Background: an optimization exercise with open tools, aiming at a short achievable clock period and few clock cycles per item. Do not read the settings as production practice. At most, simulation tests tie the RTL to the original design; equivalence was not proved. No functional check of the RTL was part of runs 1, 2 and 6. No activity file was given, so power comes from the tool's default toggle rates.

**flow/flow/run.sh**
```bash
#!/bin/bash
set -euo pipefail
bash standard.sh SETUP_SLACK_MARGIN=5.6 finish > orfs_make.log 2>&1
```
**flow/standard.sh**
```bash
#!/bin/bash
# synth_recipe.tcl (not shown) runs the flow's synth.tcl, then flattens the netlist and writes it again
# the make line also repeats each setting of config.mk as NAME=value (left out here)
make -C /OpenROAD-flow-scripts/flow DESIGN_CONFIG=/design/flow/config.mk WORK_HOME=/design/flow/orfs CLKGATE_MAP_FILE= SYNTH_SCRIPT=/design/flow/synth_recipe.tcl "${@:-finish}"
```
**flow/config.mk**
```make
export PLATFORM = sky130hd
export DESIGN_NAME = rlc_decoder
export DESIGN_NICKNAME = rlc_decoder
export VERILOG_FILES = /design/flow/design.v
export SDC_FILE = /design/flow/constraint.sdc
export NUM_CORES = 4
export LEC_CHECK = 0
export ABC_CLOCK_PERIOD_IN_PS = 2500
export CAP_MARGIN = 20
export CORE_MARGIN = 2
export CORE_UTILIZATION = 40
export SETUP_SLACK_MARGIN = 5
export SLEW_MARGIN = 20
```
**flow/constraint.sdc**
```tcl
create_clock -name core_clock -period 8.0 [get_ports {clk}]
set_input_delay 1.6000 -clock core_clock [delete_from_list [all_inputs] [get_ports {clk}]]
set_output_delay 1.6000 -clock core_clock [all_outputs]
set_load 0.01 [all_outputs]
```
**flow/design.v**
```verilog
module rlc_decoder (
    input  wire        clk,
    input  wire        rst,           
    input  wire        arm,
    input  wire [5:0]  cfg_dw,        
    input  wire [4:0]  cfg_c,         
    input  wire [15:0] cfg_limit,     
    input  wire [6:0]  cfg_ratio,     
    output wire        idle,
    input  wire        rx_valid,
    input  wire [7:0]  rx_data,
    output wire        rx_ready,
    output wire        out_valid,
    input  wire        out_ready,
    output wire [31:0] out_data,
    output wire        out_pre,
    output wire        done,
    output wire        done_err,
    output wire [31:0] total_samples,
    output wire [31:0] delay_value
);
    localparam DEPTH = 8;
    localparam AW    = 3;
    reg         idle_q;
    reg         done_q;
    reg         err_q;
    reg         rx_ready_q;
    reg         rx_active_q;      
    reg  [5:0]  dw_q;
    reg  [4:0]  c_q;
    reg  [15:0] lim_q;
    reg  [6:0]  ratio_q;
    wire take = arm & idle_q;
    wire cfg_ok = (cfg_dw != 6'd0) && (cfg_dw <= 6'd32) && (cfg_c <= 5'd16) &&
                  (cfg_limit != 16'd0) && (cfg_ratio <= 7'd100);
    wire [6:0]  cfg_sum    = {1'b0, cfg_dw} + {2'b00, cfg_c};
    reg         rb1_q;        
    reg         rb2_q;        
    reg  [15:0] cmask_q;      
    integer j;
    always @(posedge clk) begin
        if (take) begin
            rb1_q <= (cfg_sum <= 7'd8);
            rb2_q <= (cfg_sum > 7'd8) && (cfg_sum <= 7'd16);
            for (j = 0; j < 16; j = j + 1)
                cmask_q[j] <= (j < cfg_c);
        end
    end
    wire [6:0]  sum_w      = {1'b0, dw_q} + {2'b00, c_q} + 7'd7;
    wire [2:0]  rb         = sum_w[5:3];                  
    wire [6:0]  dsum_w     = {1'b0, dw_q} + 7'd7;
    wire [2:0]  db         = dsum_w[5:3];                 
    wire [6:0]  rtop       = {1'b0, rb, 3'b000} - {2'b00, c_q};
    wire [6:0]  dtop       = {1'b0, db, 3'b000};
    reg  [5:0]  rl_sh_q;      
    reg  [6:0]  rtop_q, dtop_q;
    reg  [6:0]  ptop_q;       
    reg  [31:0] pmask_q;
    always @(posedge clk) begin
        rl_sh_q <= 6'd1 << (rb - 3'd2);
        rtop_q  <= rtop;
        dtop_q  <= dtop;
        ptop_q  <= (rtop_q < dtop_q) ? rtop_q : dtop_q;
        for (j = 0; j < 32; j = j + 1)
            pmask_q[j] <= (j < ptop_q);
    end
    reg  [17:0] pp0_q, pp1_q, pp2_q;    
    reg  [15:0] pp3_q;                  
    reg  [23:0] nrat_q;                 
    reg  [23:0] q0_q;
    reg  [18:0] q1_q;
    wire [23:0] dinit = q0_q + {1'b0, q1_q, 4'd0};
    reg         mv1_q, mv2_q, mv3_q, m_valid_q;
    always @(posedge clk) begin
        pp0_q   <= lim_q * ratio_q[1:0];
        pp1_q   <= lim_q * ratio_q[3:2];
        pp2_q   <= lim_q * ratio_q[5:4];
        pp3_q   <= ratio_q[6] ? lim_q : 16'd0;
        nrat_q  <= 24'd0 - {17'd0, ratio_q} - 24'd100;
        q0_q    <= {6'd0, pp0_q} + {4'd0, pp1_q, 2'b00} + nrat_q;
        q1_q    <= {1'b0, pp2_q} + {1'b0, pp3_q, 2'b00};
    end
    reg  [5:0]  lane_q;       
    reg         lastb_q;      
    reg         lasts_q;      
    reg  [15:0] scnt_q;       
    reg  [47:0] w_q;
    wire lastb  = lastb_q;
    wire accept = rx_valid & rx_ready_q;
    wire compl  = accept & lastb;
    reg         cmpl_q;       
    reg         cmpl_last_q;  
    wire [47:0] w_sh    = w_q >> c_q;
    wire [31:0] x_data  = w_sh[31:0];            
    wire [15:0] x_code  = w_q[15:0] & cmask_q;
    wire        x_zero  = (x_code == 16'd0);
    reg  [31:0] f_data [0:DEPTH-1];
    reg  [15:0] f_code [0:DEPTH-1];
    reg         f_zero [0:DEPTH-1];
    reg         f_last [0:DEPTH-1];
    reg  [AW-1:0] wptr_q, rptr_q;
    reg  [AW:0]   cnt_q;
    wire        f_ne   = (cnt_q != 0);
    wire        h_v    = f_ne | cmpl_q;
    wire [31:0] h_data = f_ne ? f_data[rptr_q] : x_data;
    wire [15:0] h_code = f_ne ? f_code[rptr_q] : x_code;
    wire        h_zero = f_ne ? f_zero[rptr_q] : x_zero;
    wire        h_last = f_ne ? f_last[rptr_q] : cmpl_last_q;
    wire [AW+1:0] pend = {1'b0, cnt_q} + {{AW+1{1'b0}}, cmpl_q} +
                         {{AW+1{1'b0}}, (rx_ready_q & lastb)};
    wire room = (pend <= DEPTH - 1);
    reg         ov_q;
    reg  [31:0] od_q;
    reg         opre_q;
    reg  [15:0] rem_q;
    reg         olast_q;      
    reg         olsamp_q;     
    reg  [23:0] d_q;          
    reg         ld_q;
    reg  [15:0] lcode_q;
    reg         lpre_q;
    reg  [31:0] total_q, delay_q;
    wire pre_next = ~d_q[23];
    wire fire     = ov_q & out_ready;
    wire load     = ~ov_q | (out_ready & olast_q);
    wire ld       = load & h_v & m_valid_q;
    wire pop      = ld;         
    wire push     = cmpl_q;
    assign idle          = idle_q;
    assign rx_ready      = rx_ready_q;
    assign out_valid     = ov_q;
    assign out_data      = od_q;
    assign out_pre       = opre_q;
    assign done          = done_q;
    assign done_err      = err_q;
    assign total_samples = total_q;
    assign delay_value   = delay_q;
    always @(posedge clk) begin
        if (push) begin
            f_data[wptr_q] <= x_data;
            f_code[wptr_q] <= x_code;
            f_zero[wptr_q] <= x_zero;
            f_last[wptr_q] <= cmpl_last_q;
        end
    end
    always @(posedge clk) begin
        if (take) begin
            dw_q    <= cfg_dw;
            c_q     <= cfg_c;
            lim_q   <= cfg_limit;
            ratio_q <= cfg_ratio;
        end
        if (accept) begin
            if (lane_q[0]) w_q[7:0]   <= rx_data;
            if (lane_q[1]) w_q[15:8]  <= rx_data;
            if (lane_q[2]) w_q[23:16] <= rx_data;
            if (lane_q[3]) w_q[31:24] <= rx_data;
            if (lane_q[4]) w_q[39:32] <= rx_data;
            if (lane_q[5]) w_q[47:40] <= rx_data;
        end
        if (ld) begin
            od_q     <= h_data & pmask_q;
            opre_q   <= pre_next;
            lcode_q  <= h_code;
        end
        lpre_q <= pre_next;
        if (ld) begin
            rem_q    <= h_code;
            olast_q  <= h_zero;
            olsamp_q <= h_last;
        end else if (fire) begin
            rem_q    <= rem_q - 16'd1;
            olast_q  <= (rem_q == 16'd1);
        end
    end
    always @(posedge clk) begin
        if (rst) begin
            idle_q      <= 1'b1;
            done_q      <= 1'b0;
            err_q       <= 1'b0;
            rx_ready_q  <= 1'b0;
            rx_active_q <= 1'b0;
            lane_q      <= 6'd1;
            lastb_q     <= 1'b0;
            lasts_q     <= 1'b0;
            scnt_q      <= 16'd0;
            cmpl_q      <= 1'b0;
            cmpl_last_q <= 1'b0;
            wptr_q      <= {AW{1'b0}};
            rptr_q      <= {AW{1'b0}};
            cnt_q       <= {(AW+1){1'b0}};
            ov_q        <= 1'b0;
            mv1_q       <= 1'b0;
            mv2_q       <= 1'b0;
            mv3_q       <= 1'b0;
            m_valid_q   <= 1'b0;
            ld_q        <= 1'b0;
            total_q     <= 32'd0;
            delay_q     <= 32'd0;
        end else begin
            mv1_q     <= take & cfg_ok;
            mv2_q     <= mv1_q;
            mv3_q     <= mv2_q;
            m_valid_q <= take ? 1'b0 : (m_valid_q | mv3_q);
            if (take) begin
                idle_q      <= 1'b0;
                err_q       <= ~cfg_ok;
                done_q      <= ~cfg_ok;
                rx_ready_q  <= cfg_ok;
                rx_active_q <= cfg_ok;
                lane_q      <= 6'd1;
                lastb_q     <= (cfg_sum <= 7'd8);
                lasts_q     <= (cfg_limit == 16'd1);
                scnt_q      <= cfg_limit;
                total_q     <= 32'd0;
                delay_q     <= 32'd0;
            end else begin
                if (accept) begin
                    if (lastb) begin
                        lane_q  <= 6'd1;
                        lastb_q <= rb1_q;
                        scnt_q  <= scnt_q - 16'd1;
                        lasts_q <= (scnt_q == 16'd2);
                    end else begin
                        lane_q  <= {lane_q[4:0], 1'b0};
                        lastb_q <= lane_q[0] ? rb2_q : |(lane_q[5:1] & rl_sh_q[5:1]);
                    end
                end
                if (accept & lastb & lasts_q)
                    rx_active_q <= 1'b0;
                rx_ready_q <= rx_active_q & ~(accept & lastb & lasts_q) & room;
                if (mv3_q)
                    d_q <= dinit;
                else if (ld)
                    d_q <= d_q - 24'd100;
                if (ld)
                    ov_q <= 1'b1;
                else if (fire & olast_q)
                    ov_q <= 1'b0;
                done_q <= fire & olast_q & olsamp_q;
                if (done_q)
                    idle_q <= 1'b1;
                if (ld_q) begin
                    total_q <= total_q + {16'd0, lcode_q} + 32'd1;
                    if (lpre_q)
                        delay_q <= delay_q + {16'd0, lcode_q} + 32'd1;
                end
            end
            ld_q        <= ld;
            cmpl_q      <= compl;
            cmpl_last_q <= compl & lasts_q;
            if (push)
                wptr_q <= wptr_q + 1'b1;
            if (pop)
                rptr_q <= rptr_q + 1'b1;
            cnt_q <= cnt_q + {{AW{1'b0}}, push} - {{AW{1'b0}}, pop};
        end
    end
endmodule
```
==> results by group, run 1 <==
Logic synthesis
  – Post-synthesis xor/xnor area fraction: under 10%
  – Synth Area in Compound Gates: 9.53%
  – Yosys reg bits: between 800 and 900
  – Syn Inst Count: about 3300
  – Syn avg cell area: ~13 sq um
  – Synth top cells by count: edfxtp_1 (588), dfxtp_1 (289), nand2_1 (284)
  – Synth Area in Adders: 6.44%
  – Top-area cell type share of the netlist area: a little over two fifths
  – Largest cells by area after synthesis: edfxtp_1 (42%), dfxtp_1 (14%), mux4_2 (7.7%)
  – Post-synth EDFFs: just under 600
  – Cell area after synthesis: approximately 42000 sq um
  – Mux cell area share after synthesis: between 10% and 20%
  – Yosys cell types: 87
  – Synth Warn #: 1
  – Largest family of logic cells by synthesized area: simple AND/OR/NAND/NOR gates
  – Syn_nets: ~3600
  – Most frequent cell after synthesis: edfxtp_1
  – Simple-gate share of the synthesized area: between 10 and 15%
  – Area leader, netlist: edfxtp_1
  – Ys async rst share: 0%
  – Seq/Total Area, Yosys: a little under three fifths
  – Ys flop type: edfxtp_1

Finish
  – Fill cells: 8521
  – Share of layout cells above drive strength 1: around 36%
  – Area growth from synthesis to layout: 32.8%
  – Nets: approximately 4100
  – Final Util: a little over half
  – Antenna Cells: 0

STA
  – Slew margin rel.: approximately 25%
  – Setup TNS Final: 0 ps
  – Final period util: 36.5%
  – Final Hold Violating Endpoints: 0
  – Final hold slack: ~330 ps
  – Skew final: 56.9 ps
  – Max Slew Vio Count: 0
  – RSZ-0062 raised after global routing: true
  – Worst-Margin Slew: 1130 ps
  – Achievable clock frequency: 0.342 GHz
  – Final setup violation count: 0
  – Tmin final: approximately 3000 ps

Drt
  – DR vias/cell: roughly 5.5
  – DR WL/cell: 22.0 microns
  – DRC violations left: 0
  – Vias: 29110
  – Starting DRC count in detailed routing: 2490
  – Total Routed Length: between 100000 and 150000 microns
  – TritonRoute pass-1 iters: 5
  – Post-DRT Antenna Nets: 0

Critical path
  – CP cell instances: buf_2
  – CP Max Fanout: 1
  – CP max stage cell: edfxtp_1
  – CP required: ~6400 ps
  – Startpoint Class: register
  – Critical path endpoint category: primary output
  – WS Path Type: reg -> out
  – Arr. time, crit path: roughly 1300 ps
  – Largest stage delay, worst path: about 440 ps
  – Crit-path leading delay family: flip-flops
  – Crit path buffers/inverters: 1

Clocking
  – CTS Hold Bufs: 0
  – H-Tree Depth: 3
  – CTS Buffer Depth: 3
  – Clk latency of the worst-skew pair: between 700 and 800 ps
  – Num CTS Buffers: between 90 and 100
  – CTS root buf: clkbuf_16
  – CTS sink cnt: between 800 and 900
  – Worst-path clk slew: approximately 70 ps
  – CTS tree: yes

Placement
  – DP HPWL: about 67000 microns
  – PortBufs: ~150
  – GP Congestion: approximately 0.84

Global route
  – Remaining global-route overflow: 0
  – GRT Total Usage: between 20% and 30%
  – Initial antenna violation count: 0
  – Largest net degree at the start of global routing: 68
  – Global-route wire length before repair: around 170000 microns
  – Vias in the first global route: about 29000

Floorplan
  – Io pins: approximately 150
  – Die width: ~330 microns
  – Row count: roughly 120
  – Height of the die: 326 microns
  – Core box area: ~100000 sq um
  – Initial Utilization: 40.3%
  – Die Footprint: about 110000 sq um

Job
  – Maxcap violations: 0

Power and ir drop
  – P per Cell Area: 224 nW/um^2
  – LEAKAGE: around 20 nW
  – Max IR drop VDD: between 150 and 200 uV

Worst hold path
  – Hold Crit Class: reg -> reg

Status
  – Outcome: timing/DRC/antenna clean
-- final cells by class --
class | instances | area (sq um) | area share (%)
Tap cell | 1380 | 1730 | 3.13
Clock inverter | 43 | 515 | 0.933
Sequential cell | 877 | 23600 | 42.7
Inverter | 106 | 432 | 0.782
Multi-Input combinational cell | 2208 | 20900 | 37.9
Clock buffer | 132 | 2610 | 4.72
Timing Repair inverter | 2 | 17.5 | 0.0317
Timing Repair Buffer | 533 | 5410 | 9.80
-- kinds of logic after synthesis --
kind of cell | Yosys count
compound gates | 623
xor+xnor | 185
fa+ha+maj | 198
buf+inv | 246
flops | 877
mux | 249
other cells | 2
simple gates | 945
-- layer usage --
metal / GRT usage [%] / share of wire [%]
met5: 0 / 0
met3: 3.03 / 5.4
met1: 26.3 / 41
met4: 6.69 / 3.4
met2: 36.0 / 50
-- report_power, final --
group | internal (W) | switching, W
registers | 0.00512 | 0.000164
clock network | 0.00250 | 0.00187
logic | 0.00124 | 0.00147
total | 0.00886 | 0.00350
-- metrics by stage --
stage / setup slack, ps / cell area [sq um] / std cells / power [W]
CTS: 5050 / 52500 / 5177 / 0.0121
detailed placement: 3810 / 45000 / 4741 / 0.00729
global placement: 3850 / 45000 / 4741 / 0.00728
global route: 5040 / 55200 / 5281 / 0.0129
floorplan: 4030 / 42300 / 3325 / 0.00676
finish: 5080 / 55200 / 5281 / 0.0124
-- state kept, by name (all words and copies together) (netlist names), 9 cells and up, named ones only --
name     cells
q1_q        19
lim_q       16
q0_q        22
lcode_q     16
pmask_q     32
pp3_q       16
total_q     32
d_q         22
pp1_q       18
rem_q       16
nrat_q       9
f_code     128
scnt_q      16
pp2_q       18
od_q        32
delay_q     32
cmask_q     16
f_data     256
pp0_q       18
w_q         48
-- path summary, 6_finish.rpt --
kind                 start      endpoint  slack (ps)  cells past startpoint
setup / recovery  od_q[26]  out_data[26]        5080                      1
hold / removal    pp2_q[0]       q1_q[0]         330                      0
setup reg to reg  pp0_q[2]      q0_q[22]        5140                     11
hold reg to reg   pp2_q[0]       q1_q[0]         330                      0
-- layout by cell type (no fill, tap or decap), drive strengths merged, types with 35 or more instances in the layout --
master  count
a211oi     35
a21o       53
a21oi     205
and2      145
buf       486
clkbuf    136
dfxtp     289
edfxtp    588
ha        171
inv       109
mux2i     101
mux4      142
nand2     286
nand3      54
nor2      214
nor3       47
o21ai     135
xnor2     127
xor2       58
-- timing repair --
item | CTS | global route
endpoints found under the setup margin | 780 | 796
pin swaps | 158 | 234
gates cloned | 20 | 5
gates resized for setup | 1080 | 417
buffers inserted | 241 | 99
==> run 2, diff against run 1 <==
--- a/flow/config.mk
+++ b/flow/config.mk
@@ -10,3 +10,5 @@
 export CORE_MARGIN = 2
-export CORE_UTILIZATION = 40
+export CORE_UTILIZATION = 55
+export CTS_CLUSTER_DIAMETER = 60
+export CTS_CLUSTER_SIZE = 30
 export SETUP_SLACK_MARGIN = 5
==> run 2 against run 1 <==
Synthesized cell count unchanged. Sequential cell count unchanged. Final cell count decreased by 8.4%. Sequential share of layout area grew 0.86 points. First-iteration DRC count down 5.3%. Setup slack lost 12 ps. Total power fell by 7.4%. Global-route usage rose by 8.5 points. Critical endpoint is now out_data[16]. Largest power group unchanged.
==> results by group, run 2 <==
STA
  – Setup TNS Final: 0 ps
  – Final period util: between 30% and 40%
  – Max Slew Vio Count: 0
  – RSZ-0062 raised after global routing: true
  – Achievable clock frequency: roughly 0.34 GHz
  – Worst-Margin Slew: about 850 ps
  – Final Hold Violating Endpoints: 0
  – Final setup violation count: 0
  – Skew final: ~45 ps
  – Slew margin rel.: between 40% and 50%
  – Tmin final: 2930 ps

Logic synthesis
  – Syn Inst Count: approximately 3300
  – Ys async rst share: 0%
  – Yosys cell types: 87
  – Ys flop type: edfxtp_1
  – Area leader, netlist: edfxtp_1
  – Seq/Total Area, Yosys: a little under three fifths
  – Syn avg cell area: approximately 13 sq um
  – Synth top cells by count: edfxtp_1 (588), dfxtp_1 (289), nand2_1 (284)
  – Yosys reg bits: 877
  – Top-area cell type share of the netlist area: a little over two fifths
  – Largest cells by area after synthesis: edfxtp_1 (42%), dfxtp_1 (14%), mux4_2 (7.7%)
  – Synth Warn #: 1
  – Most frequent cell after synthesis: edfxtp_1
  – Syn_nets: approximately 3600
  – Cell area after synthesis: between 40000 and 50000 sq um
  – Post-synth EDFFs: about 600

Drt
  – Met3 WL: around 7700 microns
  – DR WL/cell: ~25 microns
  – DR vias/cell: 6.12
  – Met2 wire length: 58800 microns
  – Vias: 29631
  – Total Routed Length: about 120000 microns
  – Metal-1 WL: between 40000 and 50000 microns
  – Post-DRT Antenna Nets: 0
  – DR top layer: met5
  – DRC violations left: 0
  – Starting DRC count in detailed routing: roughly 2400
  – TritonRoute pass-1 iters: 7

Clocking
  – H-Tree Depth: 2
  – CTS Buffer Depth: 3
  – Worst-path clk slew: 100 ps
  – Clk latency of the worst-skew pair: about 700 ps
  – CTS Hold Bufs: 0
  – CTS sink cnt: approximately 880
  – CTS tree: yes
  – CTS root buf: clkbuf_16
  – Num CTS Buffers: 61

Critical path
  – Critical path endpoint category: primary output
  – Reg2reg end: q0_q[15]
  – Reg-to-reg slack, setup: 5150 ps
  – WS Path Type: reg -> out
  – Worst r2r src: pp0_q[2]
  – Arr. time, crit path: between 1000 and 1500 ps
  – CP cell instances: buf_2
  – Crit path buffers/inverters: 1
  – Crit-path leading delay family: flip-flops
  – CP Max Fanout: 1
  – Largest stage delay, worst path: ~470 ps
  – CP required: ~6400 ps
  – Startpoint Class: register
  – Worst r2r path cells: 13
  – CP max stage cell: edfxtp_1

Power and ir drop
  – Pint: ~0.008 W
  – P per Cell Area: about 210 nW/um^2
  – Comb pwr share: a little under a quarter
  – Clock network power share: a little under a third
  – Seq pwr share: between 40% and 50%
  – Net Switching: about 0.0035 W
  – LEAKAGE: between 15 and 20 nW
  – Switching portion of total power: roughly 31%
  – PnR Total Power: between 0.01 and 0.015 W
  – Max IR drop VDD: between 200 and 250 uV

Floorplan
  – Core box area: 74700 sq um
  – Io pins: ~150
  – Height of the die: about 280 microns
  – Initial Utilization: a little under three fifths
  – Die width: around 280 microns
  – Row count: 100
  – Die Footprint: 77900 sq um

Global route
  – GRT Total Usage: roughly 29%
  – Initial antenna violation count: 4
  – Global-route wire length before repair: 173000 microns
  – Largest net degree at the start of global routing: between 60 and 70
  – Vias in the first global route: roughly 30000
  – Remaining global-route overflow: 0

Worst hold path
  – WHS Path Cells: 0
  – Hold Crit Class: reg -> reg
  – Hold path start: pp2_q[0]
  – Endpoint, Worst Hold: q1_q[0]

Placement
  – DP HPWL: 70100 microns
  – PortBufs: 148
  – GP Congestion: ~0.89

Finish
  – Area growth from synthesis to layout: 30.2%
  – Share of layout cells above drive strength 1: a little over a third
  – Max FFs per register: ~260
  – Most flops, register: f_data
  – Commonest non-fill, non-tap cell in the layout: edfxtp_1
  – Most frequent cells in the layout: edfxtp_1 (588), nand2_1 (244), buf_4 (244)
  – Nets: roughly 4000
  – Largest regs: f_data: 256 flops, f_code: 128 flops, w_q: 48 flops

Job
  – Maxcap violations: 0

Status
  – Outcome: timing/DRC/antenna clean
[run 2: cells by family after synthesis]
kind of cell	Yosys count	synth area share, %
AO/OA/AOI/OAI	623	9.53
AND/OR/NAND/NOR	945	11.2
buffers and inverters	246	2.30
adder cells (fa/ha/maj)	198	6.44
flip-flops	877	56.4
multiplexers	249	10.3
XOR/XNOR	185	3.89
other	2	0.0181
[run 2: what timing repair did]
action	in CTS	in global routing
gates resized for setup	1105	391
endpoints found under the setup margin	958	555
pin swaps	177	242
gates cloned	24	6
buffers inserted	252	105
[run 2: layout make-up]
class	count	area (sq um)
sequential	877	23600
multi-input combinational	2211	21000
fill	4911	20500
timing repair buffer	554	5610
clock buffer	63	1530
tap	969	1210
clock inverter	53	707
inverter	106	439
timing repair inverter	2	17.5
antenna	4	10.0
[run 2: worst max-delay path by stage]
stage / slack, ps / cells after the start / from / end
2_1_floorplan: 4030 / 10 / out_ready / cnt_q[1]
3_3_place_gp: 3860 / 12 / out_ready / cnt_q[1]
3_5_place_dp: 3790 / 12 / out_ready / cnt_q[1]
4_1_cts: 5020 / 1 / rx_ready_q / rx_ready
5_1_grt: 5040 / 12 / pp0_q[2] / q0_q[22]
6_report: 5070 / 1 / od_q[16] / out_data[16]
[run 2: power groups by stage]
stage                     clock network, W  registers (W)  logic, W
final                              0.00344        0.00529   0.00271
after floorplan                          0        0.00529   0.00146
after detailed placement                 0        0.00539   0.00194
after global placement                   0        0.00539   0.00190
after global routing               0.00366        0.00531   0.00293
after CTS                          0.00350        0.00528   0.00240
[run 2: per-stage QoR]
stage | hold WS (ps) | setup WS (ps) | utilization (%) | cells | instance area (sq um)
after detailed placement | 323 | 3790 | 59.6 | 4332 | 44500
final | 340 | 5070 | 72.5 | 4839 | 54200
after global placement | 313 | 3860 | 59.5 | 4332 | 44500
after floorplan | 310 | 4030 | - | 3325 | 42300
after global routing | 341 | 5040 | 72.5 | 4835 | 54200
after CTS | 344 | 5020 | 69.0 | 4724 | 51500
[run 2: metal layers]
layer	global-route usage [%]	vias up
met3	4.21	275
met1	37.2	14888
li1	-	13365
met2	49.9	1101
met4	12.6	2
met5	0	-
==> run 3, diff against run 2 <==
--- a/flow/design.v
+++ b/flow/design.v
@@ -68,6 +68,6 @@
     reg  [15:0] pp3_q;                  
-    reg  [23:0] nrat_q;                 
-    reg  [23:0] q0_q;
+    reg  [7:0]  rat_q;                  
+    reg  [19:0] q0_q;
     reg  [18:0] q1_q;
-    wire [23:0] dinit = q0_q + {1'b0, q1_q, 4'd0};
+    wire [23:0] dinit = {4'd0, q0_q} + {1'b0, q1_q, 4'd0};
     reg         mv1_q, mv2_q, mv3_q, m_valid_q;
@@ -78,4 +78,4 @@
         pp3_q   <= ratio_q[6] ? lim_q : 16'd0;
-        nrat_q  <= 24'd0 - {17'd0, ratio_q} - 24'd100;
-        q0_q    <= {6'd0, pp0_q} + {4'd0, pp1_q, 2'b00} + nrat_q;
+        rat_q   <= {1'b0, ratio_q} + 8'd100;
+        q0_q    <= {2'd0, pp0_q} + {pp1_q, 2'b00};
         q1_q    <= {1'b0, pp2_q} + {1'b0, pp3_q, 2'b00};
@@ -112,4 +112,6 @@
     reg         ov_q;
-    reg  [31:0] od_q;
-    reg         opre_q;
+    reg  [31:0] od_q;         
+    reg         opre_q;       
+    reg  [31:0] od2_q;        
+    reg         opre2_q;      
     reg  [15:0] rem_q;
@@ -122,3 +124,3 @@
     reg  [31:0] total_q, delay_q;
-    wire pre_next = ~d_q[23];
+    wire pre_next = ~d_q[23] & (d_q[22:0] >= {15'd0, rat_q});   
     wire fire     = ov_q & out_ready;
@@ -161,4 +163,4 @@
         if (ld) begin
-            od_q     <= h_data & pmask_q;
-            opre_q   <= pre_next;
+            od2_q    <= h_data & pmask_q;
+            opre2_q  <= pre_next;
             lcode_q  <= h_code;
@@ -166,2 +168,8 @@
         lpre_q <= pre_next;
+        od_q   <= ld ? (h_data & pmask_q) : od2_q;
+        opre_q <= ld ? pre_next : opre2_q;
+        if (!ld) begin
+            od2_q   <= od_q;
+            opre2_q <= opre_q;
+        end
         if (ld) begin
==> flow/flow/run.sh (replaced) <==
#!/bin/bash
set -euo pipefail
bash standard.sh SETUP_SLACK_MARGIN=5.9 finish > orfs_make.log 2>&1
--- a/flow/config.mk
+++ b/flow/config.mk
@@ -10,5 +10,3 @@
 export CORE_MARGIN = 2
-export CORE_UTILIZATION = 55
-export CTS_CLUSTER_DIAMETER = 60
-export CTS_CLUSTER_SIZE = 30
+export CORE_UTILIZATION = 40
 export SETUP_SLACK_MARGIN = 5
==> run 3 against run 2 <==
Still clean. Sequential power is 3% higher. Synthesized area rose by 2.0%. Combinational power shrank 14%. Global-route usage decreased by 6.5 points. Clock power grew about 30%. Maximum frequency increased by 2.3%. Critical path type is now reg -> reg.
==> results by group, run 3 <==
Floorplan
  – Die width: approximately 330 microns
  – Row count: ~120
  – Die Footprint: 109000 sq um
  – Initial Utilization: 40.3%
  – Height of the die: 330 microns
  – Io pins: between 100 and 150
  – Core box area: 105000 sq um

STA
  – Worst-Margin Slew: approximately 1100 ps
  – Final setup violation count: 0
  – Final Hold Violating Endpoints: 0
  – Final hold slack: ~330 ps
  – Setup ws final: 5130 ps
  – Slew margin rel.: between 20% and 30%
  – RSZ-0062 raised after global routing: true
  – Max Slew Vio Count: 0
  – Tmin final: around 2900 ps
  – Skew final: ~57 ps
  – Setup TNS Final: 0 ps
  – Achievable clock frequency: between 0.3 and 0.4 GHz
  – Final period util: around 36%

Drt
  – Starting DRC count in detailed routing: 2258
  – DR WL/cell: about 23 microns
  – TritonRoute pass-1 iters: 8
  – Vias: around 31000
  – Total Routed Length: 128000 microns
  – DRC violations left: 0
  – DR vias/cell: 5.60
  – Post-DRT Antenna Nets: 0

Clocking
  – Clk latency of the worst-skew pair: roughly 700 ps
  – CTS root buf: clkbuf_16
  – Worst-path clk slew: approximately 60 ps
  – CTS sink cnt: 909
  – CTS Hold Bufs: 0
  – H-Tree Depth: 3
  – CTS tree: yes
  – Num CTS Buffers: 96
  – CTS Buffer Depth: 3

Global route
  – Vias in the first global route: around 30000
  – GRT Total Usage: between 20% and 30%
  – Initial antenna violation count: 1
  – Global-route wire length before repair: around 190000 microns
  – Remaining global-route overflow: 0
  – Largest net degree at the start of global routing: between 50 and 60

Logic synthesis
  – Synth Warn #: 1
  – Largest cells by area after synthesis: edfxtp_1 (39%), dfxtp_1 (17%), mux4_2 (7.6%)
  – Syn Inst Count: between 3000 and 4000
  – Syn avg cell area: around 12 sq um
  – Largest family of logic cells by synthesized area: simple AND/OR/NAND/NOR gates
  – Ys async rst share: 0%
  – Simple-gate share of the synthesized area: about 12%
  – Top-area cell type share of the netlist area: 39.4%
  – Mux cell area share after synthesis: about 11%
  – Most frequent cell after synthesis: edfxtp_1
  – Synth Area in Adders: under 10%
  – Cell area after synthesis: around 42000 sq um
  – Yosys reg bits: slightly above 900
  – Ys flop type: edfxtp_1
  – Synth top cells by count: edfxtp_1 (557), dfxtp_1 (352), nand2_1 (318)
  – Seq/Total Area, Yosys: between 50% and 60%
  – Area leader, netlist: edfxtp_1
  – Synth Area in Compound Gates: 9.97%
  – Post-synthesis xor/xnor area fraction: approximately 3.4%
  – Yosys cell types: between 80 and 90
  – Post-synth EDFFs: 557
  – Syn_nets: roughly 3700

Critical path
  – CP cell instances: buf_6, buf_12, buf_16, mux4_2, mux2_4, nor2_4, a21oi_2, a221o_2, and3_4, a211o_1
  – Crit-path leading delay family: multiplexers
  – Crit path buffers/inverters: 3
  – Largest stage delay, worst path: 500 ps
  – CP Max Fanout: 7
  – CP max stage cell: mux4_2
  – CP required: ~8600 ps
  – Arr. time, crit path: 3450 ps
  – Reg-to-reg slack, setup: between 5000 and 6000 ps
  – WS Path Type: reg -> reg
  – Startpoint Class: register
  – Critical path endpoint category: register

Power and ir drop
  – LEAKAGE: ~22 nW
  – Max IR drop VDD: ~180 uV
  – P per Cell Area: roughly 210 nW/um^2

Status
  – Outcome: timing/DRC/antenna clean

Placement
  – GP Congestion: between 0.8 and 0.9
  – Worst slack at placement: roughly 3400 ps
  – DP HPWL: about 70000 microns
  – PortBufs: 148

Finish
  – Share of layout cells above drive strength 1: about two fifths
  – Max FFs per register: 256
  – Nets: between 4000 and 5000
  – Antenna Cells: 0
  – Final Util: a little under three fifths
  – Largest regs: f_data: 256 flops, f_code: 128 flops, w_q: 48 flops
  – Commonest non-fill, non-tap cell in the layout: edfxtp_1
  – Area growth from synthesis to layout: 38.6%
  – Most flops, register: f_data
  – Most frequent cells in the layout: edfxtp_1 (557), buf_4 (276), nand2_1 (269), buf_6 (269), dfxtp_1 (232)

Job
  – Maxcap violations: 0

Worst hold path
  – Hold Crit Class: reg -> reg
run 3: changes by cell type in the layout (fill, tap and decap cells not counted), moves of 25 or more:
cell | previous run | this run
nand2_1 | 244 | 269
edfxtp_1 | 588 | 557
buf_4 | 244 | 276
and3_4 | 3 | 28
o211a_1 | 32 | 1
dfxtp_4 | 29 | 55
clkbuf_16 | 66 | 99
a211o_1 | 4 | 39
mux2i_1 | 67 | 101
buf_6 | 188 | 269
a21oi_1 | 114 | 69
run 3: cell families after synthesis:
group | Yosys count
simple gates | 1026
flops | 909
compound gates | 641
mux | 274
buf+inv | 247
fa+ha+maj | 179
xor+xnor | 167
other cells | 1
run 3: path summary, 6_finish.rpt:
check	from	endpoint	cells past startpoint
worst min register to register	pp2_q[1]	q1_q[1]	0
worst min-delay path	pp2_q[1]	q1_q[1]	0
worst max-delay path	c_q[0]	od_q[11]	10
worst max register to register	c_q[0]	od_q[11]	10
run 3: worst register-to-register path, delay by kind of cell (launching register included):
kind | cells | cell delay (ps)
AOI/OAI and AO/OA | 3 | 760
buffers and inverters | 3 | 430
DFF | 1 | 420
muxes | 2 | 850
and+or+nand+nor | 2 | 300
run 3: area by class of cell:
type                    instances  area, sq um
clock buffers                 134         2710
clock inverters                44          482
fillers                      8320        46500
inverters                      98          442
multi-input cells            2299        22100
flip-flops and latches        909        24100
well taps                    1391         1740
repair buffers                661         7280
repair inverters                3         41.3
run 3: through the flow:
stage          area [sq um]  total power, W  std cells
6_report              58800          0.0123       5539
5_1_grt               58800          0.0127       5539
4_1_cts               55900          0.0120       5402
3_5_place_dp          46300         0.00707       4870
3_3_place_gp          46300         0.00705       4869
2_1_floorplan         43900         0.00661       3444
run 3: power by group:
| part | internal (W) | switching [W] |
|---|---|---|
| Sequential | 0.00524 | 0.000214 |
| Combinational | 0.00111 | 0.00122 |
| Clock | 0.00252 | 0.00196 |
run 3: repair_timing:
| action | in CTS | in global routing |
|---|---|---|
| setup endpoints to repair | 1067 | 713 |
| setup buffers | 311 | 133 |
| gates resized for setup | 1390 | 396 |
| pin swaps | 220 | 261 |
| cloned | 43 | 4 |
run 3: per-layer routing:
metal  global-route usage, %  vias to the layer above  wire (microns)
met5                       0                        -               0
li1                        -                    14185               -
met4                    8.87                        0            5820
met2                    38.8                     1000           62800
met1                    29.1                    15569           52300
met3                    3.15                      281            7370
Testbench counts of run 3, summed over its fixed seeds: cycles 33,214, items 24,455.
==> run 4, diff against run 3 <==
==> flow/flow/run.sh (replaced) <==
#!/bin/bash
set -euo pipefail
bash standard.sh SETUP_SLACK_MARGIN=5.6 finish > orfs_make.log 2>&1
==> run 4 against run 3 <==
Sequential power about the same. Register-to-register slack is essentially flat. Synthesized cell count stayed put. Non-clock buffer count down 94. Setup slack better by 4.6 ps. Global-route usage fell by 1.2 points. Sequential share of layout area rose by 1.6 points. Via count is 2.1% lower. Wire length down 4.9%. Critical path type unchanged.
==> results by group, run 4 <==
Drt
  – DR WL/cell: ~22 microns
  – Total Routed Length: between 100000 and 150000 microns
  – TritonRoute pass-1 iters: 8
  – DR vias/cell: around 5.6
  – Starting DRC count in detailed routing: around 2400
  – Vias: approximately 30000
  – DRC violations left: 0
  – Post-DRT Antenna Nets: 0

Clocking
  – H-Tree Depth: 3
  – Worst-path clk slew: around 70 ps
  – CTS root buf: clkbuf_16
  – CTS Buffer Depth: 3
  – CTS sink cnt: between 900 and 1000
  – Num CTS Buffers: between 90 and 100
  – Clk latency of the worst-skew pair: between 700 and 800 ps
  – CTS tree: yes

Logic synthesis
  – Cell area after synthesis: about 42000 sq um
  – Syn Inst Count: approximately 3400
  – Yosys reg bits: slightly above 900
  – Ys flop type: edfxtp_1
  – Seq/Total Area, Yosys: roughly 56%
  – Yosys cell types: 84
  – Ys async rst share: 0%
  – Syn_nets: approximately 3700
  – Largest cells by area after synthesis: edfxtp_1 (39%), dfxtp_1 (17%), mux4_2 (7.6%)
  – Area leader, netlist: edfxtp_1
  – Synth top cells by count: edfxtp_1 (557), dfxtp_1 (352), nand2_1 (318)
  – Syn avg cell area: around 12 sq um
  – Post-synth EDFFs: about 560
  – Most frequent cell after synthesis: edfxtp_1
  – Top-area cell type share of the netlist area: between 30% and 40%
  – Synth Warn #: 1

Critical path
  – Most used cell, CP: buf_6
  – Startpoint Class: register
  – CP max stage cell: mux4_2
  – CP Max Fanout: 8
  – Crit-path leading delay family: multiplexers
  – CP required: around 8400 ps
  – CP cell instances: buf_6, buf_8, buf_16, buf_6, mux4_2, mux2i_4, a21oi_4, a221o_2, buf_6, buf_6
  – WS Path Type: reg -> reg
  – Crit path buffers/inverters: 6
  – Largest stage delay, worst path: 500 ps
  – Arr. time, crit path: roughly 3300 ps
  – Critical path endpoint category: register

Finish
  – Commonest non-fill, non-tap cell in the layout: edfxtp_1
  – Fill cells: approximately 8700
  – Area growth from synthesis to layout: 33.2%
  – Most frequent cells in the layout: edfxtp_1 (557), nand2_1 (291), buf_4 (258)
  – Max FFs per register: 256
  – Most flops, register: f_data
  – Largest regs: f_data: 256 flops, f_code: 128 flops, w_q: 48 flops
  – Nets: about 4200
  – Share of layout cells above drive strength 1: about a third

Power and ir drop
  – Comb pwr share: between 15 and 20%
  – Net Switching: 0.00331 W
  – LEAKAGE: 20.9 nW
  – P per Cell Area: around 220 nW/um^2
  – Max IR drop VDD: approximately 190 uV
  – Pint: just under 0.009 W
  – Seq pwr share: between 40% and 50%
  – Clock network power share: 37.9%
  – Switching portion of total power: a little over a quarter

STA
  – Setup ws final: approximately 5000 ps
  – Final period util: a little over a third
  – Skew final: approximately 63 ps
  – RSZ-0062 raised after global routing: true
  – Max Slew Vio Count: 0
  – Tmin final: 2860 ps
  – Worst-Margin Slew: between 1000 and 1500 ps
  – Slew margin rel.: about 32%
  – Achievable clock frequency: approximately 0.35 GHz
  – Final setup violation count: 0
  – Final hold slack: 330 ps
  – Setup TNS Final: 0 ps
  – Final Hold Violating Endpoints: 0

Global route
  – Initial antenna violation count: 3
  – Largest net degree at the start of global routing: between 60 and 70
  – Met2 usage: between 30% and 40%
  – Met1 usage: between 20 and 30%
  – Remaining global-route overflow: 0
  – Met3 GRT Util: between 3 and 4%
  – Global-route wire length before repair: around 180000 microns
  – GRT Total Usage: a little over a fifth
  – Vias in the first global route: just under 30000
  – Busiest grt layer: met2

Floorplan
  – Initial Utilization: approximately two fifths
  – Height of the die: 330 microns
  – Io pins: around 150
  – Die Footprint: ~110000 sq um
  – Die width: between 300 and 400 microns
  – Row count: between 100 and 150
  – Core box area: about 110000 sq um

Placement
  – DP HPWL: around 70000 microns
  – PortBufs: approximately 150
  – GP Congestion: 0.863
  – Worst slack at placement: roughly 3800 ps

Status
  – Outcome: timing/DRC/antenna clean

Job
  – Maxcap violations: 0

Worst hold path
  – Hold Crit Class: reg -> reg
[run 4: cell counts after synthesis]
Identical to the previous run, type by type.
[run 4: timing repair]
action	4_1_cts	5_1_grt
gates cloned	27	8
gates resized for setup	1117	375
buffers inserted	218	136
hold buffers	0	0
pin swaps	127	212
endpoints found under the setup margin	884	556
[run 4: cell type report]
type,count,area (sq um),share of cell area (%)
clock inverter,33,387,0.684
multi-input combinational,2296,21000,37.1
timing repair buffer,567,5930,10.5
antenna,1,2.50,0.00443
clock buffer,153,2970,5.25
timing repair inverter,3,41.3,0.0731
sequential,909,24000,42.5
inverter,98,435,0.771
tap,1391,1740,3.08
[run 4: kinds of logic after synthesis]
family | after synthesis | synth area share (%)
AO/OA/AOI/OAI | 641 | 9.97
XOR/XNOR | 167 | 3.45
adder cells (fa/ha/maj) | 179 | 5.47
buffers and inverters | 247 | 2.30
flip-flops | 909 | 56.0
multiplexers | 274 | 10.7
other | 1 | 0.00884
AND/OR/NAND/NOR | 1026 | 12.0
[run 4: per-layer routing]
| metal | share of wire (%) | vias up |
|---|---|---|
| li1 | - | 13992 |
| met1 | 43 | 15168 |
| met2 | 49 | 977 |
| met3 | 5.5 | 248 |
| met4 | 3.2 | 0 |
| met5 | 0 | - |
[run 4: power groups by stage]
| stage | logic (W) | clock network [W] | registers [W] |
|---|---|---|---|
| finish | 0.00209 | 0.00460 | 0.00546 |
| global route | 0.00226 | 0.00488 | 0.00548 |
| CTS | 0.00179 | 0.00468 | 0.00544 |
| detailed placement | 0.00146 | 0 | 0.00555 |
| global placement | 0.00144 | 0 | 0.00555 |
| floorplan | 0.00112 | 0 | 0.00544 |
[run 4: final timing paths]
| path | slack, ps | endpoint | from | cells past startpoint |
|---|---|---|---|---|
| worst max register to register | 5140 | f_data[4][11] | c_q[0] | 10 |
| worst min register to register | 330 | q1_q[1] | pp2_q[1] | 0 |
| worst min-delay path | 330 | q1_q[1] | pp2_q[1] | 0 |
| worst max-delay path | 5140 | f_data[4][11] | c_q[0] | 10 |
[run 4: metrics by stage]
step,instance area [sq um],cells,util [%],total power [W]
6_report,56500,5451,53.7,0.0122
5_1_grt,56500,5451,53.7,0.0126
4_1_cts,53500,5306,50.8,0.0119
3_5_place_dp,45900,4875,43.6,0.00701
3_3_place_gp,45900,4874,43.6,0.00699
2_1_floorplan,43300,3444,-,0.00655
==> run 5, diff against run 4 <==
--- a/flow/design.v
+++ b/flow/design.v
@@ -86,3 +86,17 @@
     reg  [15:0] scnt_q;       
-    reg  [47:0] w_q;
+    reg  [15:0] w_q;          
+    reg  [31:0] p_q;          
+    reg  [47:0] v_q;          
+    reg  [47:0] v0_q;         
+    reg  [7:0]  co_q;         
+    wire [47:0] cfg_v0 = 48'h0000FF << (5'd16 - cfg_c);
+    reg  [7:0]  rot;
+    integer b, k;
+    always @(*) begin
+        for (b = 0; b < 8; b = b + 1) begin
+            rot[b] = 1'b0;
+            for (k = 0; k < 8; k = k + 1)
+                rot[b] = rot[b] | (co_q[k] & rx_data[(b + k) % 8]);
+        end
+    end
     wire lastb  = lastb_q;
@@ -92,4 +106,3 @@
     reg         cmpl_last_q;  
-    wire [47:0] w_sh    = w_q >> c_q;
-    wire [31:0] x_data  = w_sh[31:0];            
+    wire [31:0] x_data  = p_q;                   
     wire [15:0] x_code  = w_q[15:0] & cmask_q;
@@ -157,6 +170,11 @@
             if (lane_q[1]) w_q[15:8]  <= rx_data;
-            if (lane_q[2]) w_q[23:16] <= rx_data;
-            if (lane_q[3]) w_q[31:24] <= rx_data;
-            if (lane_q[4]) w_q[39:32] <= rx_data;
-            if (lane_q[5]) w_q[47:40] <= rx_data;
+            for (j = 0; j < 32; j = j + 1)
+                if (v_q[j + 16]) p_q[j] <= rot[j % 8];
+            v_q <= lastb ? v0_q : {v_q[39:0], 8'd0};
+        end
+        if (take) begin
+            v_q  <= cfg_v0;
+            v0_q <= cfg_v0;
+            for (j = 0; j < 8; j = j + 1)
+                co_q[j] <= (cfg_c[2:0] == j);
         end
==> run 5 against run 4 <==
Still clean on timing, DRC and antenna. Clock skew fell by 6.9 ps. Sequential cell count rose by 95. Wire length fell by 3.5%. Largest cell class unchanged.
==> results by group, run 5 <==
Global route
  – GRT Total Usage: 19.7%
  – Global-route wire length before repair: between 150000 and 200000 microns
  – Vias in the first global route: 29154
  – Initial antenna violation count: 9
  – Met2 usage: between 30% and 40%
  – Met1 usage: about a quarter
  – Largest net degree at the start of global routing: 83
  – Remaining global-route overflow: 0
  – Met3 GRT Util: approximately 3.0%
  – Busiest grt layer: met2

Finish
  – Largest regs: f_data: 256 flops, f_code: 128 flops, v_q: 48 flops
  – Fill cells: 9210
  – Commonest non-fill, non-tap cell in the layout: edfxtp_1
  – Max FFs per register: between 200 and 300
  – Share of layout cells above drive strength 1: a little under a third
  – Most frequent cells in the layout: edfxtp_1 (652), dfxtp_1 (246), buf_4 (236)
  – Nets: ~4300
  – Area growth from synthesis to layout: 29.4%
  – Most flops, register: f_data

Logic synthesis
  – Seq/Total Area, Yosys: between 50 and 60%
  – Area leader, netlist: edfxtp_1
  – Ys async rst share: 0%
  – Syn Inst Count: 3536
  – Ys flop type: edfxtp_1
  – Top-area cell type share of the netlist area: a little over two fifths
  – Yosys reg bits: roughly 1000
  – Yosys cell types: 87
  – Syn_nets: 3775
  – Syn avg cell area: between 10 and 15 sq um
  – Most frequent cell after synthesis: edfxtp_1
  – Synth Warn #: 1
  – Post-synth EDFFs: 652
  – Largest cells by area after synthesis: edfxtp_1 (44%), dfxtp_1 (16%), ha_1 (5.1%)
  – Cell area after synthesis: around 45000 sq um
  – Synth top cells by count: edfxtp_1 (652), dfxtp_1 (352), nand2_1 (252)

Critical path
  – Startpoint Class: register
  – Crit-path leading delay family: flip-flops
  – Critical path endpoint category: primary output
  – Largest stage delay, worst path: around 380 ps
  – CP max stage cell: dfxtp_4
  – Worst r2r src: lcode_q[0]
  – CP cell instances: buf_6
  – Crit path buffers/inverters: 1
  – CP Max Fanout: 2
  – Worst Setup SP: od_q[6]
  – WS Path Type: reg -> out
  – Arr. time, crit path: approximately 1200 ps
  – CP required: 6400 ps

Power and ir drop
  – Max IR drop VDD: between 200 and 250 uV
  – P per Cell Area: between 200 and 250 nW/um^2
  – LEAKAGE: ~22 nW
  – PnR Total Power: between 0.01 and 0.015 W

Clocking
  – CTS Buffer Depth: 3
  – Num CTS Buffers: between 100 and 150
  – Worst-path clk slew: approximately 70 ps
  – CTS root buf: clkbuf_16
  – CTS tree: yes
  – CTS sink cnt: ~1000
  – Clk latency of the worst-skew pair: ~690 ps
  – CTS Hold Bufs: 0
  – H-Tree Depth: 3

STA
  – Achievable clock frequency: 0.358 GHz
  – Final Hold Violating Endpoints: 0
  – Max Slew Vio Count: 0
  – Setup TNS Final: 0 ps
  – RSZ-0062 raised after global routing: true
  – Final period util: between 30% and 40%
  – Final hold slack: ~320 ps
  – Slew margin rel.: 44.4%
  – Skew final: between 50 and 60 ps
  – Tmin final: between 2000 and 3000 ps
  – Worst-Margin Slew: slightly above 800 ps
  – Final setup violation count: 0

Drt
  – TritonRoute pass-1 iters: 5
  – Post-DRT Antenna Nets: 0
  – DR vias/cell: about 5.4
  – Starting DRC count in detailed routing: around 2000
  – DR WL/cell: 21.0 microns
  – Total Routed Length: roughly 120000 microns
  – DRC violations left: 0
  – Vias: about 30000

Floorplan
  – Initial Utilization: around two fifths
  – Row count: about 120
  – Io pins: 149
  – Die width: approximately 340 microns
  – Height of the die: 338 microns
  – Core box area: between 100000 and 150000 sq um
  – Die Footprint: 114000 sq um

Placement
  – DP HPWL: approximately 70000 microns
  – PortBufs: 148
  – GP Congestion: between 0.8 and 0.9

Worst hold path
  – Hold path start: pp0_q[0]
  – Hold Crit Class: reg -> reg

Job
  – Maxcap violations: 0

Status
  – Outcome: timing/DRC/antenna clean
## run 5: area by class of cell
class | count | area (sq um) | area share (%)
Inverter | 101 | 465 | 0.805
Antenna cell | 4 | 10.0 | 0.0173
Multi-Input combinational cell | 2281 | 19400 | 33.6
Clock buffer | 148 | 2880 | 4.97
Clock inverter | 44 | 573 | 0.991
Timing Repair inverter | 4 | 65.1 | 0.113
Timing Repair Buffer | 521 | 5680 | 9.82
Tap cell | 1488 | 1860 | 3.22
Sequential cell | 1004 | 26900 | 46.5
## run 5: power by group
| group | internal (W) | switching (W) |
|---|---|---|
| sequential | 0.00581 | 0.000206 |
| clock | 0.00281 | 0.00205 |
| combinational | 0.000823 | 0.00101 |
| total | 0.00944 | 0.00326 |
## run 5: worst paths after layout
kind                  to  cells past startpoint  slack (ps)
max          out_data[6]                      1        5210
min              q0_q[0]                      0         320
max reg2reg  delay_q[30]                     12        5370
min reg2reg      q0_q[0]                      0         320
## run 5: routing by layer
metal	wire, microns	up-vias
met5	57	-
met4	3020	10
li1	-	14152
met2	56900	754
met3	6330	173
met1	51300	14934
## run 5: repair_timing
item,in CTS,in global routing
endpoints found under the hold margin,0,0
pin swaps,171,164
buffers inserted,241,78
gates cloned,33,6
endpoints found under the setup margin,816,713
gates resized for setup,1068,218
## run 5: cell families after synthesis
| kind of cell | share of synthesized area [%] |
|---|---|
| compound gates | 10.4 |
| xor+xnor | 3.35 |
| fa+ha+maj | 5.56 |
| buf+inv | 2.28 |
| flops | 59.6 |
| mux | 7.40 |
| other cells | 0.00840 |
| simple gates | 11.4 |
## run 5: per-stage QoR
stage | worst slack (ps) | area, sq um | cells | util [%]
after global placement | 2770 | 48300 | 5040 | 43.6
final | 5210 | 57800 | 5595 | 52.2
after floorplan | 4630 | 45700 | 3536 | -
after global routing | 5160 | 57800 | 5593 | 52.2
after detailed placement | 2770 | 48300 | 5040 | 43.6
after CTS | 5150 | 56200 | 5506 | 50.7
Testbench counts of run 5, summed over its fixed seeds: cycles 33,214, items 24,455.
==> run 6, diff against run 5 <==
--- a/flow/design.v
+++ b/flow/design.v
@@ -137,2 +137,6 @@
     reg  [31:0] total_q, delay_q;
+    wire [31:0] total_inc = total_q + {16'd0, lcode_q} + 32'd1;
+    wire [31:0] delay_inc = delay_q + {16'd0, lcode_q} + 32'd1;
+    reg         idle_p, done_p, rx_ready_p, ov_p;
+    reg  [31:0] total_p, delay_p;
     wire pre_next = ~d_q[23] & (d_q[22:0] >= {15'd0, rat_q});   
@@ -143,11 +147,11 @@
     wire push     = cmpl_q;
-    assign idle          = idle_q;
-    assign rx_ready      = rx_ready_q;
-    assign out_valid     = ov_q;
+    assign idle          = idle_p;
+    assign rx_ready      = rx_ready_p;
+    assign out_valid     = ov_p;
     assign out_data      = od_q;
     assign out_pre       = opre_q;
-    assign done          = done_q;
+    assign done          = done_p;
     assign done_err      = err_q;
-    assign total_samples = total_q;
-    assign delay_value   = delay_q;
+    assign total_samples = total_p;
+    assign delay_value   = delay_p;
     always @(posedge clk) begin
@@ -199,2 +203,26 @@
             olast_q  <= (rem_q == 16'd1);
+        end
+    end
+    always @(posedge clk) begin
+        if (rst) begin
+            idle_p     <= 1'b1;
+            done_p     <= 1'b0;
+            rx_ready_p <= 1'b0;
+            ov_p       <= 1'b0;
+            total_p    <= 32'd0;
+            delay_p    <= 32'd0;
+        end else if (take) begin
+            idle_p     <= 1'b0;
+            done_p     <= ~cfg_ok;
+            rx_ready_p <= cfg_ok;
+            ov_p       <= ov_q;
+            total_p    <= 32'd0;
+            delay_p    <= 32'd0;
+        end else begin
+            idle_p     <= done_q | idle_q;
+            done_p     <= out_ready & olsamp_q & ov_p & olast_q;
+            rx_ready_p <= rx_active_q & room & ~(rx_valid & rx_ready_p & lastb & lasts_q);
+            ov_p       <= ld | (ov_q & ~(out_ready & olast_q));
+            total_p    <= ld_q ? total_inc : total_q;
+            delay_p    <= (ld_q & lpre_q) ? delay_inc : delay_q;
         end
@@ -261,14 +289,7 @@
                     d_q <= d_q - 24'd100;
-                if (ld)
-                    ov_q <= 1'b1;
-                else if (fire & olast_q)
-                    ov_q <= 1'b0;
+                ov_q   <= ld | (ov_p & ~(fire & olast_q));
                 done_q <= fire & olast_q & olsamp_q;
-                if (done_q)
-                    idle_q <= 1'b1;
-                if (ld_q) begin
-                    total_q <= total_q + {16'd0, lcode_q} + 32'd1;
-                    if (lpre_q)
-                        delay_q <= delay_q + {16'd0, lcode_q} + 32'd1;
-                end
+                idle_q <= done_q | idle_p;
+                total_q <= ld_q ? total_inc : total_p;
+                delay_q <= (ld_q & lpre_q) ? delay_inc : delay_p;
             end
==> run 6 against run 5 <==
Final cell count grew 4.9%. Core utilization shrank 0.078 points. Wire length grew 4.2%. Worst hold slack gained 6.5 ps. Critical path type unchanged. Still clean on timing, DRC and antenna. Largest cell class unchanged.
==> results by group, run 6 <==
Logic synthesis
  – Yosys reg bits: between 1000 and 1500
  – Ys flop type: edfxtp_1
  – Most frequent cell after synthesis: edfxtp_1
  – Top-area cell type share of the netlist area: a little over two fifths
  – Largest cells by area after synthesis: edfxtp_1 (42%), dfxtp_1 (18%), ha_1 (4.8%)
  – Synth top cells by count: edfxtp_1 (652), dfxtp_1 (420), nor2_1 (262)
  – Ys async rst share: 0%
  – Seq/Total Area, Yosys: between 50 and 60%
  – Synth Warn #: 1
  – Post-synth EDFFs: ~650
  – Syn_nets: 4046
  – Area leader, netlist: edfxtp_1
  – Syn Inst Count: 3807
  – Syn avg cell area: about 12 sq um
  – Cell area after synthesis: ~47000 sq um
  – Yosys cell types: between 80 and 90

Floorplan
  – Height of the die: between 300 and 400 microns
  – Die width: 347 microns
  – Io pins: about 150
  – Die Footprint: approximately 120000 sq um
  – Core box area: around 120000 sq um
  – Row count: 125
  – Initial Utilization: between 40% and 50%

Critical path
  – Reg2reg end: delay_p[25]
  – Arr. time, crit path: between 1000 and 1500 ps
  – Worst Setup SP: rx_ready_p
  – WS Path Type: reg -> out
  – Crit-path leading delay family: flip-flops
  – Worst r2r path cells: 14
  – Crit path buffers/inverters: 1
  – Crit path capture: rx_ready
  – CP max stage cell: dfxtp_4
  – CP Max Fanout: 2
  – Startpoint Class: register
  – Critical path endpoint category: primary output
  – Reg-to-reg slack, setup: about 5200 ps
  – Largest stage delay, worst path: 390 ps
  – CP Depth: 1
  – CP required: approximately 6400 ps
  – CP cell instances: buf_6
  – Worst r2r src: lcode_q[0]

Finish
  – Commonest non-fill, non-tap cell in the layout: edfxtp_1
  – Most frequent cells in the layout: edfxtp_1 (652), dfxtp_1 (309), nor2_1 (223)
  – Final Util: a little over half
  – Largest regs: f_data: 256 flops, f_code: 128 flops, v_q: 48 flops
  – Most flops, register: f_data
  – Share of layout cells above drive strength 1: 30.0%
  – Fill cells: roughly 10000
  – Nets: between 4000 and 5000
  – Area growth from synthesis to layout: 29.1%
  – Max FFs per register: between 200 and 300

STA
  – Final setup violation count: 0
  – Final Hold Violating Endpoints: 0
  – Max Slew Vio Count: 0
  – Worst-Margin Slew: approximately 980 ps
  – Tmin final: 2800 ps
  – Skew final: between 20 and 25 ps
  – Slew margin rel.: around a third
  – Achievable clock frequency: between 0.3 and 0.4 GHz
  – RSZ-0062 raised after global routing: true
  – Setup TNS Final: 0 ps
  – Final period util: 35.0%

Drt
  – Post-DRT Antenna Nets: 0
  – Starting DRC count in detailed routing: around 2700
  – Vias: 31570
  – TritonRoute pass-1 iters: 6
  – Total Routed Length: 123000 microns
  – DR WL/cell: between 20 and 25 microns
  – DRC violations left: 0
  – DR vias/cell: 5.38

Clocking
  – CTS Hold Bufs: 0
  – Worst-path clk slew: 60 ps
  – CTS Buffer Depth: 3
  – Num CTS Buffers: 114
  – Clk latency of the worst-skew pair: 700 ps
  – CTS tree: yes
  – CTS sink cnt: roughly 1100
  – H-Tree Depth: 3
  – CTS root buf: clkbuf_16

Worst hold path
  – Hold Crit Class: reg -> reg

Global route
  – Global-route wire length before repair: roughly 190000 microns
  – Initial antenna violation count: 9
  – Remaining global-route overflow: 0
  – Vias in the first global route: just over 30000
  – Largest net degree at the start of global routing: 63
  – GRT Total Usage: between 10% and 20%

Power and ir drop
  – Clock network power share: between 40% and 50%
  – Switching portion of total power: about a quarter
  – P per Cell Area: roughly 230 nW/um^2
  – LEAKAGE: approximately 23 nW
  – Seq pwr share: 45.6%
  – Net Switching: 0.00349 W
  – Max IR drop VDD: ~190 uV
  – Comb pwr share: between 10% and 20%
  – Pint: 0.0104 W

Job
  – Maxcap violations: 0

Placement
  – DP HPWL: 70600 microns
  – GP Congestion: 0.814
  – PortBufs: about 150

Status
  – Outcome: timing/DRC/antenna clean
==> run 6: cell types whose count changed in the layout (fill, tap and decap cells not counted), sizes merged, moves of 13 or more <==
cell,change
o21ai,+33
a21oi,+62
xor2,+41
xnor2,+14
mux2i,-15
dfxtp,+68
nand3,-13
nand2,-13
o2111a,-32
and3,+38
nor2,+42
buf,-39
==> run 6: timing repair <==
item	4_1_cts	5_1_grt
endpoints found under the setup margin	928	693
setup buffers	213	76
resized for setup	1068	252
hold endpoints to repair	0	0
gates cloned	28	3
pin swaps	202	173
==> run 6: metrics by stage <==
| stage | power (W) | hold WS (ps) | instance area, sq um | cells | setup slack (ps) |
|---|---|---|---|---|---|
| after floorplan | 0.00753 | 310 | 48100 | 3807 | 4640 |
| after global placement | 0.00794 | 311 | 50700 | 5328 | 2910 |
| after detailed placement | 0.00796 | 315 | 50700 | 5328 | 2810 |
| after CTS | 0.0138 | 329 | 58900 | 5786 | 5170 |
| after global routing | 0.0144 | 329 | 60700 | 5865 | 5120 |
| final | 0.0139 | 328 | 60700 | 5870 | 5200 |
==> run 6: routing by layer <==
layer  track usage, %  routed length [microns]  vias up
met3             2.68                     7260      162
met5                0                        0        -
li1                 -                        -    14914
met2             31.6                    57100      818
met1             28.0                    55700    15676
met4             5.42                     2620        0
==> run 6: layout make-up <==
cell class | count | area (sq um) | share of cell area (%)
clock buffers | 146 | 3190 | 5.25
multi-input cells | 2464 | 20800 | 34.3
diodes | 5 | 12.5 | 0.0206
repair inverters | 4 | 40.0 | 0.0660
clock inverters | 71 | 857 | 1.41
flip-flops and latches | 1072 | 28100 | 46.4
well taps | 1524 | 1910 | 3.14
repair buffers | 484 | 5250 | 8.65
inverters | 100 | 452 | 0.744
==> run 6: kinds of logic after synthesis <==
group	count (synthesis)	share of synthesized area, %
and+or+nand+nor	1066	11.4
DFF	1072	59.5
xor gates and xnor gates	226	4.23
buffers and inverters	280	2.31
muxes	192	6.76
adders and majority gates	192	5.28
other	1	0.00797
AOI/OAI and AO/OA	778	10.4
==> run 6: how the worst min path moves through the flow <==
stage,to,slack (ps),depth (start not counted),from
finish,q0_q[1],330,0,pp0_q[1]
global route,q0_q[1],330,0,pp0_q[1]
CTS,q0_q[0],330,0,pp0_q[0]
detailed placement,q0_q[1],320,0,pp0_q[1]
global placement,q1_q[0],310,0,pp2_q[0]
floorplan,q0_q[0],310,0,pp0_q[0]
==> run 6: power groups by stage <==
stage / registers (W) / logic, W / clock network [W]
2_1_floorplan: 0.00635 / 0.00117 / 0
3_3_place_gp: 0.00645 / 0.00149 / 0
3_5_place_dp: 0.00645 / 0.00150 / 0
4_1_cts: 0.00633 / 0.00175 / 0.00572
5_1_grt: 0.00636 / 0.00211 / 0.00595
6_report: 0.00634 / 0.00191 / 0.00563
==> run 7, diff against run 6 <==
--- a/flow/design.v
+++ b/flow/design.v
@@ -35,3 +35,14 @@
                   (cfg_limit != 16'd0) && (cfg_ratio <= 7'd100);
-    wire [6:0]  cfg_sum    = {1'b0, cfg_dw} + {2'b00, cfg_c};
+    integer j;
+    reg         cfg_rb1, cfg_rb2;
+    always @(*) begin
+        cfg_rb1 = 1'b0;
+        cfg_rb2 = 1'b0;
+        for (j = 0; j <= 16; j = j + 1)
+            if (cfg_c == j) begin
+                cfg_rb1 = (j <= 8) && ({26'd0, cfg_dw} <= 8 - j);
+                cfg_rb2 = ((j > 8) || ({26'd0, cfg_dw} > 8 - j)) &&
+                          ({26'd0, cfg_dw} <= 16 - j);
+            end
+    end
     reg         rb1_q;        
@@ -39,7 +50,6 @@
     reg  [15:0] cmask_q;      
-    integer j;
     always @(posedge clk) begin
         if (take) begin
-            rb1_q <= (cfg_sum <= 7'd8);
-            rb2_q <= (cfg_sum > 7'd8) && (cfg_sum <= 7'd16);
+            rb1_q <= cfg_rb1;
+            rb2_q <= cfg_rb2;
             for (j = 0; j < 16; j = j + 1)
@@ -134,7 +144,7 @@
     reg         ld_q;
-    reg  [15:0] lcode_q;
     reg         lpre_q;
     reg  [31:0] total_q, delay_q;
-    wire [31:0] total_inc = total_q + {16'd0, lcode_q} + 32'd1;
-    wire [31:0] delay_inc = delay_q + {16'd0, lcode_q} + 32'd1;
+    reg  [16:0] lcp1_q;       
+    wire [31:0] total_inc = total_q + {15'd0, lcp1_q};
+    wire [31:0] delay_inc = delay_q + {15'd0, lcp1_q};
     reg         idle_p, done_p, rx_ready_p, ov_p;
@@ -187,3 +197,3 @@
             opre2_q  <= pre_next;
-            lcode_q  <= h_code;
+            lcp1_q   <= {1'b0, h_code} + 17'd1;
         end
@@ -265,3 +275,3 @@
                 lane_q      <= 6'd1;
-                lastb_q     <= (cfg_sum <= 7'd8);
+                lastb_q     <= cfg_rb1;
                 lasts_q     <= (cfg_limit == 16'd1);
--- a/flow/config.mk
+++ b/flow/config.mk
@@ -10,3 +10,4 @@
 export CORE_MARGIN = 2
-export CORE_UTILIZATION = 40
+export CORE_UTILIZATION = 60
+export PLACE_DENSITY = 0.7
 export SETUP_SLACK_MARGIN = 5
==> run 7 against run 6 <==
Still clean on timing, DRC and antenna. Cell area increased by 0.56%. Sequential power about the same. Wire length rose by 0.90%. Non-clock buffer count grew 33. Core utilization is 25 points higher. Clock skew increased by 7.3 ps. Setup slack got worse by 110 ps. Worst hold slack is essentially flat. Clock-buffer cell count is 3 lower. Critical path type is now in -> reg.
==> results by group, run 7 <==
Drt
  – DRC violations left: 0
  – Post-DRT Antenna Nets: 0
  – TritonRoute pass-1 iters: 6
  – Total Routed Length: ~120000 microns
  – DR vias/cell: 5.98
  – DR WL/cell: approximately 23 microns
  – Vias: roughly 33000
  – Starting DRC count in detailed routing: just over 3000

STA
  – Final setup violation count: 0
  – Achievable clock frequency: between 0.3 and 0.4 GHz
  – Max Slew Vio Count: 0
  – Tmin final: around 2900 ps
  – RSZ-0062 raised after global routing: true
  – Setup TNS Final: 0 ps
  – Final hold slack: 328 ps
  – Skew final: around 28 ps
  – Slew margin rel.: a little under two fifths

Floorplan
  – Core box area: roughly 79000 sq um
  – Io pins: about 150
  – Height of the die: approximately 290 microns
  – Die Footprint: slightly above 80000 sq um
  – Initial Utilization: about three fifths

Job
  – Maxcap violations: 0

Logic synthesis
  – Most frequent cell after synthesis: edfxtp_1
  – Ys async rst share: 0%
  – Syn_nets: 4122
  – Cell area after synthesis: approximately 48000 sq um
  – Post-synth EDFFs: around 650
  – Seq/Total Area, Yosys: approximately three fifths
  – Synth top cells by count: edfxtp_1 (653), dfxtp_1 (420), nand2_1 (279)
  – Ys flop type: edfxtp_1
  – Area leader, netlist: edfxtp_1

Placement
  – GP Congestion: between 0.8 and 0.9
  – PortBufs: roughly 150
  – Inst Count DP: between 4000 and 5000

Critical path
  – Arr. time, crit path: 3410 ps
  – Most used cell, CP: buf_6
  – CP cell instances: buf_12, clkinv_8, ha_4, buf_6, buf_6, ha_4, clkinvlp_4, buf_4, buf_6, nor3_4, nor2_1, a21oi_1
  – CP max stage cell: ha_4
  – Crit-path leading delay family: buffers and inverters
  – Largest stage delay, worst path: 330 ps
  – Reg-to-reg slack, setup: between 5000 and 6000 ps
  – Startpoint Class: input port
  – Crit path buffers/inverters: 7
  – CP Max Fanout: 5
  – CP required: about 8500 ps
  – CP Depth: 12

Power and ir drop
  – LEAKAGE: roughly 23 nW
  – P per Cell Area: between 200 and 250 nW/um^2

Finish
  – Most frequent cells in the layout: edfxtp_1 (653), dfxtp_1 (304), nand2_1 (230), buf_4 (230), nor2_1 (213)
  – Area growth from synthesis to layout: 28.3%
  – Final Util: between 70% and 80%
  – Nets: between 4000 and 5000
  – Max FFs per register: ~260
  – Share of layout cells above drive strength 1: 32.2%

Clocking
  – CTS sink cnt: roughly 1100
  – CTS Buffer Depth: 3
  – CTS Hold Bufs: 0
  – H-Tree Depth: 3
  – CTS root buf: clkbuf_16
  – CTS tree: yes
  – Clk latency of the worst-skew pair: 680 ps
  – Num CTS Buffers: 106

Global route
  – Largest net degree at the start of global routing: 86
  – Initial antenna violation count: 9
  – Global-route wire length before repair: 183000 microns
  – GRT Total Usage: 29.0%
  – Vias in the first global route: around 32000

Worst hold path
  – Hold Crit Class: reg -> reg
  – WHS Path Cells: 0

Status
  – Outcome: timing/DRC/antenna clean
run 7: changes by cell type after synthesis, moves of 19 or more:
cell and change:
mux4_2 -19, xnor2_1 +39, xor2_1 -30, nand2b_1 +20, a21o_1 -31, a21oi_1 -31, mux4_1 +19, o21ai_0 +43
nand2_1 +40
run 7: final timing paths:
kind	end	start
max	v_q[36]	cfg_c[0]
min	q1_q[1]	pp2_q[1]
max reg2reg	delay_q[20]	lcp1_q[0]
min reg2reg	q1_q[1]	pp2_q[1]
run 7: what timing repair did:
| action | 4_1_cts | 5_1_grt |
|---|---|---|
| resized for setup | 1123 | 308 |
| cloned | 32 | 4 |
| setup buffers | 220 | 94 |
| pin swaps | 201 | 205 |
| setup endpoints to repair | 756 | 411 |
run 7: routing by layer:
layer | routed length [microns] | up-vias | GRT usage [%]
met3 | 8950 | 228 | 4.61
met5 | 54 | - | 0
met2 | 60100 | 1269 | 47.6
li1 | - | 15132 | -
met1 | 51600 | 16214 | 40.7
met4 | 3080 | 8 | 7.19
run 7: cells by family after synthesis:
group	share of synthesized area, %
flip-flops	58.9
XOR/XNOR	4.31
multiplexers	6.83
adder cells (fa/ha/maj)	5.10
other	0.00788
AO/OA/AOI/OAI	10.0
AND/OR/NAND/NOR	12.3
buffers and inverters	2.54
run 7: worst reg2reg max path, cell delays in order, from the launching register on:
cell and delay [ps]:
edfxtp_1 380, ha_2 220, inv_2 40, fa_2 320, and2b_2 260, o31ai_4 90, a2111oi_4 320, a211oi_2 120
o31ai_4 250, buf_6 180, buf_8 150, nand3_2 90, xor2_1 160, a211oi_1 200
run 7: layout make-up:
cell class | count | area [sq um]
Sequential cell | 1073 | 28200
Multi-Input combinational cell | 2536 | 21700
Fill cell | 4683 | 17700
Timing Repair Buffer | 517 | 5610
Clock buffer | 143 | 3060
Tap cell | 1050 | 1310
Clock inverter | 56 | 611
Inverter | 110 | 503
Timing Repair inverter | 5 | 72.6
Antenna cell | 3 | 7.51
run 7: report_power, final:
part	switching, W	internal, W	total [W]
Sequential	0.000178	0.00615	0.00633
Clock	0.00215	0.00301	0.00517
Combinational	0.00107	0.000916	0.00199
Total	0.00341	0.0101	0.0135
run 7: stage by stage:
stage	power (W)	worst slack, ps	area (sq um)
after floorplan	0.00754	4610	48800
after global placement	0.00789	3140	50700
after detailed placement	0.00792	3080	50700
after CTS	0.0133	5160	58800
after global routing	0.0139	5050	61000
final	0.0135	5090	61000
Testbench counts of run 7, summed over its fixed seeds: cycles 33,214, items 24,455.
